From an optimization exercise on the open Yosys and OpenROAD flow, aimed at small area; shortcuts taken in it are not production practice. In this exercise RTL edits were held to simulation tests only and were not proved equivalent to the original. Power figures rest on the tool's default switching activity, not on a simulated workload.

==> flow/design.v <==
module ap2_alu (
    input  wire [15:0] s,
    input  wire [15:0] y,
    input  wire        xen,
    input  wire        cin,
    input  wire [2:0]  op,
    output reg  [15:0] r,
    output wire        cout
);
    wire [15:0] x = s & {16{xen}};
    wire [15:0] p = x ^ y;
    wire [15:0] g = x & y;
    wire [16:0] cy;
    wire [15:0] sum;
    assign cy[0] = cin;
    genvar i;
    generate
        for (i = 0; i < 16; i = i + 1) begin : g_add
            assign sum[i]   = p[i] ^ cy[i];
            assign cy[i+1]  = g[i] | (p[i] & cy[i]);
        end
    endgenerate
    assign cout = cy[16];
    always @(*) begin
        case (op)
            3'd1:    r = x & y;
            3'd2:    r = x | y;
            3'd3:    r = x ^ y;
            3'd4:    r = ~x;
            default: r = sum;
        endcase
    end
endmodule
module ap2_core (
    input  wire        clk,
    input  wire        rst,           
    input  wire        start,         
    input  wire [16:0] image_end,     
    output reg         mem_req,
    output reg         mem_we,
    output wire [15:0] mem_addr,
    output wire [15:0] mem_wdata,
    input  wire [15:0] mem_rdata,
    input  wire        mem_ready,
    output wire        done,          
    output wire [1:0]  stop_reason,   
    output wire [15:0] r0,
    output wire [15:0] r1,
    output wire [15:0] r2,
    output wire [15:0] r3,
    output wire [15:0] r4,
    output wire [15:0] r5,
    output wire [15:0] r6,
    output wire [15:0] r7,
    output wire [15:0] pc_out,
    output wire [15:0] sp_out,
    output wire        flag_c,
    output wire        flag_ov,
    output wire        flag_z,
    output wire        flag_s
);
    localparam [2:0] ST_IDLE  = 3'd0,
                     ST_DONE  = 3'd1,
                     ST_CLR   = 3'd2,
                     ST_FETCH = 3'd3,
                     ST_EXEC  = 3'd4;
    localparam [2:0] PH_B     = 3'd0,    
                     PH_M     = 3'd1,    
                     PH_D     = 3'd2,    
                     PH_PC    = 3'd3,    
                     PH_SHIFT = 3'd4,
                     PH_MUL   = 3'd5;
    localparam [3:0] Y_ZERO = 4'd0,
                     Y_T    = 4'd1,
                     Y_TL   = 4'd2,      
                     Y_TR   = 4'd3,      
                     Y_MEM  = 4'd4,
                     Y_IMM8 = 4'd5,      
                     Y_IMMS = 4'd6,      
                     Y_IMM9 = 4'd7,      
                     Y_TWO  = 4'd8;
    localparam [2:0] OP_ADD = 3'd0, OP_AND = 3'd1, OP_OR = 3'd2,
                     OP_XOR = 3'd3, OP_NOT = 3'd4;
    reg [143:0] ring;
    reg [15:0]  T, U, ir;
    reg [3:0]   o;
    reg [3:0]   c;
    reg         fc, fov, fz, fs;
    reg [1:0]   reason;
    reg [2:0]   st, ph;
    wire [15:0] S = ring[15:0];
    wire [3:0] cls    = ir[15:12];
    wire       is_nop = (ir == 16'h0000);
    wire       is_c0  = (cls == 4'h0) && !is_nop;
    wire       is_jmp = is_c0 && ir[11];
    wire       is_psh = is_c0 && !ir[11] && (ir[1:0] == 2'b01);
    wire       is_pop = is_c0 && !ir[11] && (ir[1:0] == 2'b10);
    wire       is_cmp = is_c0 && !ir[11] && (ir[1:0] == 2'b11);
    wire       is_rsv = is_c0 && !ir[11] && (ir[1:0] == 2'b00);
    wire       is_mov = (cls == 4'h1);
    wire       is_str = (cls == 4'h2);
    wire       is_ldr = (cls == 4'h3);
    wire       is_add = (cls == 4'h4);
    wire       is_sub = (cls == 4'h5);
    wire       is_mul = (cls == 4'h6);
    wire       is_and = (cls == 4'h7);
    wire       is_orr = (cls == 4'h8);
    wire       is_not = (cls == 4'h9);
    wire       is_xor = (cls == 4'hA);
    wire       is_shr = (cls == 4'hB);
    wire       is_shl = (cls == 4'hC);
    wire       is_ror = (cls == 4'hD);
    wire       is_rol = (cls == 4'hE);
    wire       is_hlt = (cls == 4'hF);
    wire       is_alu = (cls >= 4'h4) && (cls <= 4'hE);
    wire       is_rot = is_ror || is_rol;
    wire       is_shf = is_shr || is_shl || is_rot;
    wire       is_two = is_add || is_sub || is_mul || is_and || is_orr || is_xor || is_cmp;
    wire [4:0] k = ir[4:0];
    wire push_ok = (c != 4'd0);
    wire pop_ok  = !c[3];
    wire at_n  = (o == {1'b0, ir[4:2]});
    wire at_m  = (o == {1'b0, ir[7:5]});
    wire at_d  = is_pop ? (o == {2'b00, ir[9:8]}) : (o == {1'b0, ir[10:8]});
    wire at_pc = (o == 4'd8);
    reg jump_taken;
    always @(*) begin
        case (ir[1:0])
            2'b00:   jump_taken = 1'b1;
            2'b01:   jump_taken = fz && !fs;
            2'b10:   jump_taken = !fz && fs;
            default: jump_taken = !fz && !fs;
        endcase
    end
    wire [16:0] bw;
    assign bw[0] = 1'b0;
    genvar gi;
    generate
        for (gi = 0; gi < 16; gi = gi + 1) begin : g_cmp
            assign bw[gi+1] = (!S[gi] && image_end[gi]) || (!(S[gi] ^ image_end[gi]) && bw[gi]);
        end
    endgenerate
    wire at_end = !image_end[16] && !bw[16];
    wire [3:0] o_inc = (o == 4'd8) ? 4'd0 :
                       {o[3] ^ (o[2] & o[1] & o[0]), o[2] ^ (o[1] & o[0]), o[1] ^ o[0], !o[0]};
    wire [3:0] c_inc = {c[3] ^ (c[2] & c[1] & c[0]), c[2] ^ (c[1] & c[0]), c[1] ^ c[0], !c[0]};
    wire [3:0] c_dec = {c[3] ^ !(c[2] | c[1] | c[0]), c[2] ^ !(c[1] | c[0]), c[1] ^ !c[0], !c[0]};
    wire [4:0] k_dec_v = {ir[4] ^ !(ir[3] | ir[2] | ir[1] | ir[0]), ir[3] ^ !(ir[2] | ir[1] | ir[0]),
                          ir[2] ^ !(ir[1] | ir[0]), ir[1] ^ !ir[0], !ir[0]};
    wire [15:0] sp_addr = c[3] ? 16'h8200 : {12'h81F, c[2:0], 1'b0};
    reg  [3:0] ysel;
    reg        xen, cin;
    reg  [2:0] op;
    reg  [15:0] Y;
    wire [15:0] R;
    wire        cout;
    wire fill_l = is_rol && T[15];
    wire fill_r = is_ror && T[0];
    always @(*) begin
        case (ysel)
            Y_T:     Y = T;
            Y_TL:    Y = {T[14:0], fill_l};
            Y_TR:    Y = {fill_r, T[15:1]};
            Y_MEM:   Y = mem_rdata;
            Y_IMM8:  Y = {8'b0, ir[7:0]};
            Y_IMMS:  Y = {8'b0, ir[10:8], ir[4:0]};
            Y_IMM9:  Y = {7'b0, ir[10:2]};
            Y_TWO:   Y = 16'd2;
            default: Y = 16'd0;
        endcase
    end
    ap2_alu u_alu (
        .s    (S),
        .y    (Y),
        .xen  (xen),
        .cin  (cin),
        .op   (op),
        .r    (R),
        .cout (cout)
    );
    wire zero_r = (R == 16'h0000);
    wire sh_out = is_shl || is_rol ? T[15] : T[0];
    reg        rot, t_en, ir_ld, k_dec, k_set;
    reg        use_sp;
    reg [2:0]  st_n, ph_n;
    reg [3:0]  c_n;
    reg        fc_n, fov_n, fz_n, fs_n;
    reg [1:0]  reason_n;
    reg        o_home;
    always @(*) begin
        rot      = 1'b0;
        t_en     = 1'b0;
        ir_ld    = 1'b0;
        k_dec    = 1'b0;
        k_set    = 1'b0;
        o_home   = 1'b0;
        ysel     = Y_ZERO;
        xen      = 1'b1;
        cin      = 1'b0;
        op       = OP_ADD;
        mem_req  = 1'b0;
        mem_we   = 1'b0;
        use_sp   = 1'b0;
        st_n     = st;
        ph_n     = ph;
        c_n      = c;
        fc_n     = fc;
        fov_n    = fov;
        fz_n     = fz;
        fs_n     = fs;
        reason_n = reason;
        case (st)
            ST_IDLE, ST_DONE: begin
                if (start) begin
                    st_n     = ST_CLR;
                    o_home   = 1'b1;
                    c_n      = 4'd8;
                    fc_n     = 1'b0;
                    fov_n    = 1'b0;
                    fz_n     = 1'b0;
                    fs_n     = 1'b0;
                    reason_n = 2'd0;
                end
            end
            ST_CLR: begin
                xen = 1'b0;              
                rot = 1'b1;
                if (o == 4'd7)
                    st_n = ST_FETCH;
            end
            ST_FETCH: begin
                if (!at_pc) begin
                    rot = 1'b1;
                end else if (at_end) begin
                    rot      = 1'b1;     
                    reason_n = 2'd3;
                    st_n     = ST_DONE;
                end else begin
                    mem_req = 1'b1;
                    if (mem_ready) begin
                        ir_ld = 1'b1;
                        ysel  = Y_TWO;
                        rot   = 1'b1;
                        st_n  = ST_EXEC;
                        ph_n  = PH_B;
                    end
                end
            end
            default: begin  
                case (ph)
                    PH_B: begin
                        if (is_hlt) begin
                            reason_n = 2'd1;
                            st_n     = ST_DONE;
                        end else if (is_rsv) begin
                            reason_n = 2'd2;
                            st_n     = ST_DONE;
                        end else if (is_mov && ir[11]) begin
                            xen  = 1'b0;
                            ysel = Y_IMM8;
                            t_en = 1'b1;
                            ph_n = PH_D;
                        end else if (is_str && ir[11]) begin
                            xen  = 1'b0;
                            ysel = Y_IMMS;
                            t_en = 1'b1;
                            ph_n = PH_M;
                        end else if (is_pop) begin
                            if (pop_ok) begin
                                c_n  = c_inc;
                                ph_n = PH_M;
                            end else begin
                                ph_n = PH_PC;
                            end
                        end else if (is_psh && !push_ok) begin
                            ph_n = PH_PC;
                        end else if (is_two || is_str || is_psh) begin
                            if (!at_n) begin
                                rot = 1'b1;
                            end else begin
                                if (is_sub || is_cmp)
                                    op = OP_NOT;
                                t_en = 1'b1;
                                ph_n = PH_M;
                            end
                        end else begin
                            ph_n = PH_M;
                        end
                    end
                    PH_M: begin
                        if (is_psh) begin
                            mem_req = 1'b1;
                            mem_we  = 1'b1;
                            use_sp  = 1'b1;
                            if (mem_ready) begin
                                c_n  = c_dec;
                                ph_n = PH_PC;
                            end
                        end else if (is_pop) begin
                            mem_req = 1'b1;
                            use_sp  = 1'b1;
                            xen     = 1'b0;
                            ysel    = Y_MEM;
                            if (mem_ready) begin
                                t_en = 1'b1;
                                ph_n = PH_D;
                            end
                        end else if (is_mov || is_ldr || is_str || is_alu || is_cmp) begin
                            if (!at_m) begin
                                rot = 1'b1;
                            end else if (is_mov) begin
                                t_en = 1'b1;         
                                ph_n = PH_D;
                            end else if (is_ldr) begin
                                mem_req = 1'b1;
                                xen     = 1'b0;
                                ysel    = Y_MEM;
                                if (mem_ready) begin
                                    t_en = 1'b1;
                                    ph_n = PH_D;
                                end
                            end else if (is_str) begin
                                mem_req = 1'b1;
                                mem_we  = 1'b1;
                                if (mem_ready)
                                    ph_n = PH_PC;
                            end else if (is_add || is_sub) begin
                                ysel  = Y_T;
                                cin   = is_sub;
                                t_en  = 1'b1;
                                fc_n  = cout ^ is_sub;
                                fov_n = (S[15] == T[15]) && (R[15] != S[15]);
                                ph_n  = PH_D;
                            end else if (is_cmp) begin
                                ysel = Y_T;
                                cin  = 1'b1;
                                fz_n = zero_r;
                                fs_n = !cout;
                                ph_n = PH_PC;
                            end else if (is_mul) begin
                                ysel  = Y_T;
                                fc_n  = cout;
                                fov_n = (S[15] == T[15]);
                                k_set = 1'b1;
                                ph_n  = PH_MUL;
                            end else if (is_and || is_orr || is_xor) begin
                                ysel = Y_T;
                                op   = is_and ? OP_AND : is_orr ? OP_OR : OP_XOR;
                                t_en = 1'b1;
                                ph_n = PH_D;
                            end else if (is_not) begin
                                op   = OP_NOT;
                                t_en = 1'b1;
                                ph_n = PH_D;
                            end else begin  
                                t_en = 1'b1;
                                fc_n = 1'b0;
                                if (is_shl)
                                    fov_n = 1'b0;
                                ph_n = PH_SHIFT;
                            end
                        end else begin
                            ph_n = PH_PC;
                        end
                    end
                    PH_SHIFT: begin
                        xen  = 1'b0;
                        ysel = (is_shl || is_rol) ? Y_TL : Y_TR;
                        if (!is_rot && k == 5'd0) begin
                            ph_n = PH_D;
                        end else begin
                            t_en  = 1'b1;
                            k_dec = 1'b1;
                            fc_n  = sh_out;
                            if (is_shl)
                                fov_n = sh_out;
                            if (is_rot || k == 5'd1 || (zero_r && !sh_out))
                                ph_n = PH_D;
                        end
                    end
                    PH_MUL: begin
                        xen   = U[15];
                        ysel  = ir[4] ? Y_ZERO : Y_TL;
                        t_en  = 1'b1;
                        k_dec = 1'b1;
                        if (k == 5'd1) begin
                            fov_n = fov && (S[15] != R[15]);
                            ph_n  = PH_D;
                        end
                    end
                    PH_D: begin
                        if (is_mov || is_ldr || is_pop || is_alu) begin
                            xen  = 1'b0;
                            ysel = Y_T;
                            rot  = 1'b1;
                            if (at_d) begin
                                if (is_alu) begin
                                    fz_n = zero_r;
                                    fs_n = R[15];
                                end
                                ph_n = PH_PC;
                            end else begin
                                ysel = Y_ZERO;
                                xen  = 1'b1;
                            end
                        end else begin
                            ph_n = PH_PC;
                        end
                    end
                    default: begin  
                        if (is_jmp && jump_taken) begin
                            rot = 1'b1;
                            if (at_pc) begin
                                ysel = Y_IMM9;
                                st_n = ST_FETCH;
                            end
                        end else begin
                            st_n = ST_FETCH;
                        end
                    end
                endcase
            end
        endcase
    end
    always @(posedge clk) begin
        if (rot)
            ring <= {R, ring[143:16]};
        if (t_en)
            T <= R;
        U <= (ph == PH_MUL) ? {U[14:0], 1'b0} : T;
        if (ir_ld)
            ir <= mem_rdata;
        else if (k_set)
            ir[4:0] <= 5'd16;
        else if (k_dec)
            ir[4:0] <= k_dec_v;
        if (o_home)
            o <= 4'd8;
        else if (rot)
            o <= o_inc;
        c      <= c_n;
        fc     <= fc_n;
        fov    <= fov_n;
        fz     <= fz_n;
        fs     <= fs_n;
        reason <= reason_n;
        ph     <= ph_n;
        if (rst)
            st <= ST_IDLE;
        else
            st <= st_n;
    end
    assign mem_addr  = use_sp ? sp_addr : S;
    assign mem_wdata = T;
    assign done        = (st == ST_DONE);
    assign stop_reason = reason;
    assign r0      = ring[15:0];
    assign r1      = ring[31:16];
    assign r2      = ring[47:32];
    assign r3      = ring[63:48];
    assign r4      = ring[79:64];
    assign r5      = ring[95:80];
    assign r6      = ring[111:96];
    assign r7      = ring[127:112];
    assign pc_out  = ring[143:128];
    assign sp_out  = sp_addr;
    assign flag_c  = fc;
    assign flag_ov = fov;
    assign flag_z  = fz;
    assign flag_s  = fs;
endmodule
==> flow/run.sh <==
#!/bin/bash
# synth_recipe.tcl (not shown) runs the flow's synth.tcl, then flattens the netlist and writes it again
# the make line also repeats each setting of config.mk as NAME=value (left out here)
make -C /OpenROAD-flow-scripts/flow DESIGN_CONFIG=/design/flow/config.mk WORK_HOME=/design/flow/orfs CLKGATE_MAP_FILE= SYNTH_SCRIPT=/design/flow/synth_recipe.tcl finish
==> flow/config.mk <==
export PLATFORM = sky130hd
export DESIGN_NAME = ap2_core
export DESIGN_NICKNAME = ap2_core
export VERILOG_FILES = /design/flow/design.v
export SDC_FILE = /design/flow/constraint.sdc
export NUM_CORES = 4
export LEC_CHECK = 0
export CAP_MARGIN = 20
export CORE_MARGIN = 2
export CORE_UTILIZATION = 40
export SLEW_MARGIN = 20
==> flow/constraint.sdc <==
create_clock -name core_clock -period 10.0 [get_ports {clk}]
set_input_delay 2.0000 -clock core_clock [delete_from_list [all_inputs] [get_ports {clk}]]
set_output_delay 2.0000 -clock core_clock [all_outputs]
set_load 0.01 [all_outputs]
==> results.txt <==
==> cell usage after synthesis (9+ instances only) <==
library cell	instances
buf_4	14
nor3_1	21
a21o_1	13
nand2_1	67
a21oi_1	51
dfxtp_1	23
and2_1	33
nor2_1	81
clkbuf_1	42
o21ai_0	37
a221oi_1	10
xor2_1	13
nor4_1	20
inv_1	54
edfxtp_1	189
nand2b_1	9
fa_1	16
a22oi_1	22
mux2_2	17
nand3_1	21
buf_2	9
nand4_1	14
ha_1	55
nor2b_1	13
o211ai_1	9
a31oi_1	12
mux2i_1	14
==> through the flow <==
stage	instance area (um2)	utilization	hold WS (ps)
after global placement	15100	0.527	430
after floorplan	11800	-	434
after global routing	16200	0.565	450
final	16200	0.565	444
after detailed placement	15100	0.527	431
after CTS	16100	0.560	446
==> power breakdown <==
group / switching, mW / internal [mW]
logic: 0.995 / 0.830
clock network: 0.377 / 0.517
registers: 0.177 / 1.43
==> layout by cell type, fill, tap and decap left out, types with 13 or more instances in the layout <==
cell	n
mux2i_1	14
nor3_1	15
and2_1	31
mux2_2	17
inv_1	51
buf_4	131
a21oi_1	50
nand2_1	67
ha_1	50
nand3_1	20
fa_2	14
a22oi_1	21
dfxtp_1	23
nor2_1	78
edfxtp_1	189
clkbuf_16	25
clkdlybuf4s50_1	218
a21o_1	13
o21ai_0	37
nor4_1	19
nand4_1	14
==> worst max-delay path: cells and delay by family <==
family,cells,cell delay (ps)
AO/OA/AOI/OAI,5,1040
adder cells (fa/ha/maj),16,5800
buffers and inverters,1,410
multiplexers,1,140
AND/OR/NAND/NOR,5,1020
==> cell type report <==
type / instances / area, um2
inverter: 54 / 208
clock inverter: 13 / 138
sequential: 212 / 6140
clock buffer: 33 / 656
multi-input combinational: 699 / 5290
timing repair buffer: 363 / 3310
fill: 2479 / 12500
tap: 384 / 480
==> cells by family after synthesis <==
group                      synth area share
and+or+nand+nor                       0.144
AOI/OAI and AO/OA                     0.154
DFF                                   0.526
buffers and inverters                0.0473
adders and majority gates            0.0874
muxes                                0.0284
xor gates and xnor gates             0.0120
other                              0.000644
==> per-layer routing <==
metal	routed length, um	GRT usage
met4	1630	0.102
met2	18900	0.416
met3	3650	0.0616
met1	16800	0.349
met5	13	0
==> flip-flops by register name, summed over array words and instances, names as in the netlist, 2 cells and up <==
name	flops
st	3
ir	16
reason	2
o	4
T	16
ring	144
U	16
ph	3
c	4
==> timing repair <==
| item | 4_1_cts | 5_1_grt |
|---|---|---|
| setup endpoints to repair | 5 | 8 |
| gates resized for setup | 31 | 25 |
| pin swaps | 14 | 25 |
| setup buffers | 6 | 3 |
==> worst min-delay path by stage <==
stage | start | to | cells after the start
final | ring[77] | ring[61] | 0
after global routing | ring[95] | ring[79] | 0
after CTS | ring[77] | ring[61] | 0
after detailed placement | ring[105] | ring[89] | 0
after global placement | ring[61] | ring[45] | 0
after floorplan | U[9] | U[10] | 1
==> results.toml <==
[placed_design]
gp_congestion = 0.952
numPortBuffers = 230
pre_cts_ws_ps = -1060
numPlacedInstances = 1702
hpwlAfterDp_um = 31000

[detailed_routing]
drt-total-wl_um = 41100
viasPerCell = 5.66
firstDrtPassIters = 5
wl_per_cell_um = 23.4
drc_errors = 0
drt_iter0_drc = 817
antenna_left = 0
num_vias = 9947

[clock_network]
cts.sinks = 212
cts_tree = "yes"
htree_levels = 1
worstSkewPairLatency_ps = 550
cts_root_buffer = "clkbuf_16"
cts_hold_buf = 0
clk_pin_slew_worst_paths_ps = 60
clk_path_buf_depth = 3
cts_buffers = 25

[timing]
period_share = 1.02
fin_setup_tns_ps = -552
finalWorstSetupSlack_ps = -166
timing.final.crit_period_ps = 10170
final-max-slew-violation-count = 0
tightest_slew_ps = 1060
slew_headroom = 0.290
hold_viol = 0
finalSetupViolCount = 4
final.setup_skew_ps = 24.3
clock.fmax_ghz = 0.0984
grt_setup_unrepaired = "yes"

[worst_setup_path]
cp.required_ps = 10250
timing.rr.start = "ir[1]"
rr_endpoint = "ph[0]"
crit_end = "ph[0]"
cpMostUsedCell = "fa_2"
cp_slowest_cell = "fa_1"
cp-start-kind = "input pin"
startpoint = "image_end[5]"
critPathArrivalTime_ps = 10410
cp_slowest_stage_delay_ps = 510
worst_setup_path_end_kind = "flop"
worst-setup-path-type = "input pin to flop"
reg2reg_depth = 36
critPathMaxFanout = 3
reg2reg_slack_ps = -130

[floorplanning]
dieHeight_um = 175
start_util = 0.406
rows = 62
coreArea_um2 = 28700
dieArea_um2 = 30500
io_pins = 238
die_w_um = 175

[power_and_ir_drop]
irDropWorstVdd_uv = 159
p_leak_nw = 6.15
finalPower_mw = 4.33
power_density_nw_per_um2 = 267

[synth]
yosys_register_bits = 212
synth_top_cell_by_area = "edfxtp_1"
synth-edff-count = 189
synth_area_leaders = "edfxtp_1, ha_1, dfxtp_1"
synth_area_um2 = 11700
ys_warn_count = 2
synth_cells = 1030
synthDistinctLibCells = 87
ys_seq_area_frac = 0.526
syn_area_per_cell_um2 = 11.3
ys.flop_type = "edfxtp_1"
synthArstFlopShare = 0
synth_top_area_frac = 0.487

[finish]
fin_cells = 1758
finalNetCount = 1463
areaGrowthSynthToFinish_pct = 39.1
drive_above_1_share = 0.193
antenna_cells = 0

[outcome]
outcome = "complete, but fails checks"
violations = "setup timing"

[global_route]
gr-usage-all-layers = 0.262
grt_overflow = 0
grt_pass1_vias = 9760
grt_max_degree = 101
antenna_found_initial = 2
grt_pass1_wl_um = 60500

[worst_hold_path]
hp-class = "flop to flop"

[job]
maxCapViolations = 0

## static timing again, ports no longer ideal
The flow's constraints put no driver on any port. The routed layout listed below was extracted and timed again, unchanged, in two steps. Step 1 (the two cells are an assumption about what drives the block):
set clk [get_ports {clk}]
set_driving_cell -lib_cell sky130_fd_sc_hd__clkbuf_16 $clk
set_driving_cell -lib_cell sky130_fd_sc_hd__buf_2 [delete_from_list [all_inputs] $clk]
Step 2 adds t to the input delays and takes it off the output delays; t is the mean of the earliest and latest rising clock arrival at the registers after step 1. Input paths then give back, and output paths get back, about the clock's delay inside the block. a / b / c = no drivers / after step 1 / after step 2; a / b = the first two.
t, ns: 0.591
slack for setup (ns): -0.166 / -0.143 / -0.734
hold WS [ns]: 0.444 / 0.444 / 0.444
worst register clock-pin slew, ns: 0.07 / 0.07
The setup slack of this run moves by +0.023 ns with the drivers and by -0.568 ns with both steps.
